Background: an optimization exercise with open tools, aiming at small area, a short achievable clock period and few clock cycles per item. Do not read the settings as production practice. Function was checked by simulation only, so behaviour that the tests miss may differ from the original.

== build 17 ==
==> module fp32_add, before the edit <==
module fp32_add (
    input  wire [31:0] a,
    input  wire [31:0] b,
    input  wire        sub,
    output reg  [31:0] y
);
    localparam [31:0] QNAN = 32'h7FC00000;
    wire        sa = a[31];
    wire        sb = b[31] ^ sub;
    wire a_emax = &a[30:23];
    wire b_emax = &b[30:23];
    wire a_fz   = ~|a[22:0];
    wire b_fz   = ~|b[22:0];
    wire a_nan  = a_emax & ~a_fz;
    wire b_nan  = b_emax & ~b_fz;
    wire a_inf  = a_emax & a_fz;
    wire b_inf  = b_emax & b_fz;
    wire a_zero = ~|a[30:23] & a_fz;
    wire        eff_sub = sa ^ sb;
    wire [7:0]  xa = a[30:23] | {7'd0, ~|a[30:23]};
    wire [7:0]  xb = b[30:23] | {7'd0, ~|b[30:23]};
    wire [23:0] ma = {|a[30:23], a[22:0]};
    wire [23:0] mb = {|b[30:23], b[22:0]};
    wire [8:0]  dab = {1'b0, xa} - {1'b0, xb};
    wire [8:0]  dba = {1'b0, xb} - {1'b0, xa};
    wire        b_big = dab[8];                     
    wire        d_eq  = (xa == xb);
    wire        d_p1  = (dab == 9'd1);              
    wire        d_m1  = (dba == 9'd1);              
    wire        near  = eff_sub & (d_eq | d_p1 | d_m1);
    wire        zero  = (a[30:0] == b[30:0]) & (eff_sub | a_zero);
    wire [7:0]  epF = b_big ? xb : xa;
    wire [7:0]  dF  = b_big ? dba[7:0] : dab[7:0];
    wire [23:0] mpF = b_big ? mb : ma;
    wire [23:0] mqF = b_big ? ma : mb;
    wire        spF = b_big ? sb : sa;
    wire [4:0]  dsh = (dF > 8'd27) ? 5'd27 : dF[4:0];
    wire [26:0] wq  = {mqF, 3'b000};
    wire        st  = |(wq & ~(27'h7FFFFFF << dsh));
    wire [26:0] qa  = (wq >> dsh) | {26'd0, st};
    wire [28:0] sumC = {1'b0, mpF, 3'b000, 1'b1} + ({1'b0, qa, eff_sub} ^ {{28{eff_sub}}, 1'b0});
    wire [27:0] sumF = sumC[28:1];
    reg  [23:0] mF;
    reg         gF, sF;
    reg  [8:0]  erF;
    always @* begin
        if (sumF[27]) begin
            mF = sumF[27:4]; gF = sumF[3]; sF = |sumF[2:0];
            erF = {1'b0, epF} + 9'd1;
        end else if (sumF[26] || epF == 8'd1) begin
            mF = sumF[26:3]; gF = sumF[2]; sF = |sumF[1:0];
            erF = {1'b0, epF};
        end else begin
            mF = sumF[25:2]; gF = sumF[1]; sF = sumF[0];
            erF = {1'b0, epF} - 9'd1;
        end
    end
    wire        incF = gF & (sF | mF[0]);
    wire [30:0] magF = {mF[23] ? erF[7:0] : 8'd0, mF[22:0]} + {30'd0, incF};
    wire        ovfF = (mF[23] && erF >= 9'd255) || magF[30:23] == 8'hFF;
    wire [25:0] dX = {1'b0, ma, 1'b0} - (d_p1 ? {2'b00, mb} : {1'b0, mb, 1'b0});
    wire [25:0] dY = {1'b0, mb, 1'b0} - (d_m1 ? {2'b00, ma} : {1'b0, ma, 1'b0});
    wire        useY = d_m1 | (d_eq & dX[25]);
    wire [24:0] dN  = useY ? dY[24:0] : dX[24:0];
    wire [7:0]  epN = useY ? xb : xa;
    wire        spN = useY ? sb : sa;
    wire [24:0] lim = (epN <= 8'd24) ? (25'h1000000 >> (epN - 8'd1)) : 25'd0;
    wire [4:0]  lz;
    fp_lzc28 lzn (.x({dN | lim, 3'b000}), .n(lz));
    wire [24:0] nN  = dN << lz;
    wire [8:0]  erN = {1'b0, epN} - {4'd0, lz};
    wire [30:0] magN0 = {nN[24] ? erN[7:0] : 8'd0, nN[23:1]};
    wire [30:0] magN1 = {dN[24] ? epN : 8'd0, dN[23:1]} + {30'd0, dN[0] & dN[1]};
    wire [30:0] magN  = (lz == 5'd0) ? magN1 : magN0;
    always @* begin
        if (a_nan || b_nan || (a_inf && b_inf && eff_sub))
            y = QNAN;
        else if (a_inf)
            y = {sa, 8'hFF, 23'd0};
        else if (b_inf)
            y = {sb, 8'hFF, 23'd0};
        else if (zero)
            y = {sa & sb, 31'd0};
        else if (near)
            y = {spN, magN};
        else if (ovfF)
            y = {spF, 8'hFF, 23'd0};
        else
            y = {spF, magF};
    end
endmodule
make LEC_CHECK=0 ABC_AREA=1 CAP_MARGIN=20 CORE_MARGIN=2 CORE_UTILIZATION=40 PLACE_DENSITY=0.6 SLEW_MARGIN=20 finish   # period 120.0 ns
run.sh (not shown) runs the stock make flow with config.mk's settings and CLKGATE_MAP_FILE= SYNTH_SCRIPT=/design/flow/synth_recipe.tcl, a recipe that flattens the netlist after the stock synthesis.
Testbench counts of build 17, summed over its fixed seeds: cycles 32,424, items 16,000.
--- input diff build 17..trial 71 ---
diff --git a/flow/design.v b/flow/design.v
--- a/flow/design.v
+++ b/flow/design.v
@@ -1312,8 +1312,6 @@
         end
     end
     wire        incF = gF & (sF | mF[0]);
-    wire [30:0] magF = {mF[23] ? erF[7:0] : 8'd0, mF[22:0]} + {30'd0, incF};
-    wire        ovfF = (mF[23] && erF >= 9'd255) || magF[30:23] == 8'hFF;
     wire [25:0] dX = {1'b0, ma, 1'b0} - (d_p1 ? {2'b00, mb} : {1'b0, mb, 1'b0});
     wire [25:0] dY = {1'b0, mb, 1'b0} - (d_m1 ? {2'b00, ma} : {1'b0, ma, 1'b0});
     wire        useY = d_m1 | (d_eq & dX[25]);
@@ -1326,8 +1324,12 @@
     wire [24:0] nN  = dN << lz;
     wire [8:0]  erN = {1'b0, epN} - {4'd0, lz};
     wire [30:0] magN0 = {nN[24] ? erN[7:0] : 8'd0, nN[23:1]};
-    wire [30:0] magN1 = {dN[24] ? epN : 8'd0, dN[23:1]} + {30'd0, dN[0] & dN[1]};
-    wire [30:0] magN  = (lz == 5'd0) ? magN1 : magN0;
+    wire [30:0] magN1 = {dN[24] ? epN : 8'd0, dN[23:1]};
+    wire        incN  = (lz == 5'd0) & dN[0] & dN[1];
+    wire [30:0] pre = near ? ((lz == 5'd0) ? magN1 : magN0)
+                           : {mF[23] ? erF[7:0] : 8'd0, mF[22:0]};
+    wire [30:0] mag = pre + {30'd0, near ? incN : incF};
+    wire        ovfF = (mF[23] && erF >= 9'd255) || mag[30:23] == 8'hFF;
     always @* begin
         if (a_nan || b_nan || (a_inf && b_inf && eff_sub))
             y = QNAN;
@@ -1338,11 +1340,11 @@
         else if (zero)
             y = {sa & sb, 31'd0};
         else if (near)
-            y = {spN, magN};
+            y = {spN, mag};
         else if (ovfF)
             y = {spF, 8'hFF, 23'd0};
         else
-            y = {spF, magF};
+            y = {spF, mag};
     end
 endmodule
 module fp_lzc28 (
### Flow results
- The multi-input combinational cell area reported for trial 71 is smaller than that of build 17 by 0.0015 mm2.
- Build 17 → trial 71: floorplan die width now smaller; hold slack flat.
- Between trial 71 and build 17, it is trial 71 whose DRC marker count from the first detailed-route iteration is higher, by 76.
- Comparing trial 71 and build 17, the higher insertion delay of the later-clocked pin in the worst-skew pair was measured on trial 71.
- In the reports for trial 71 and build 17, the larger global-route usage belongs to build 17.
- Trial 71 vs build 17: post-layout instance count excluding filler cells down by a few percent
- Build 17 → trial 71: count of clock-buffer cells in the layout -13%, share of the synthesized area in compound gates (AO/OA/AOI/OAI) +0.16 points, area added between synthesis and finish -0.42 points, sequential share of layout area +0.26 points.
Testbench counts of trial 71, summed over its fixed seeds: cycles 32,424, items 16,000.

==> port drivers added, routing unchanged <==
In the flow no input, the clock included, has a driving cell. The finished layouts below were timed again as built, in two steps.
Step 1 assumes that a clkbuf_16 drives the clock port and a buf_2 every other input.
Step 2 moves the port delays by t, midway between the first and last clock arrival at a register: inputs arrive t later, outputs are due t later. That takes back most of the time a late clock gives input paths.
a / b / c = ideal ports / drivers / drivers and shift; a / b = the first two.
| run | t, ns | setup slack, ns | worst setup path after step 2 | clock arrival spread, ns | slew at the worst register clock pin (ns) |
|---|---|---|---|---|---|
| build 17 | 0.714 | 94.067 / 94.008 / 94.722 | register to output | 0.051 / 0.051 | 0.07 / 0.07 |
| trial 71 | 0.748 | 94.119 / 94.047 / 94.681 | input to register | 0.030 / 0.029 | 0.08 / 0.08 |
After both steps setup and hold are still met in every run listed.
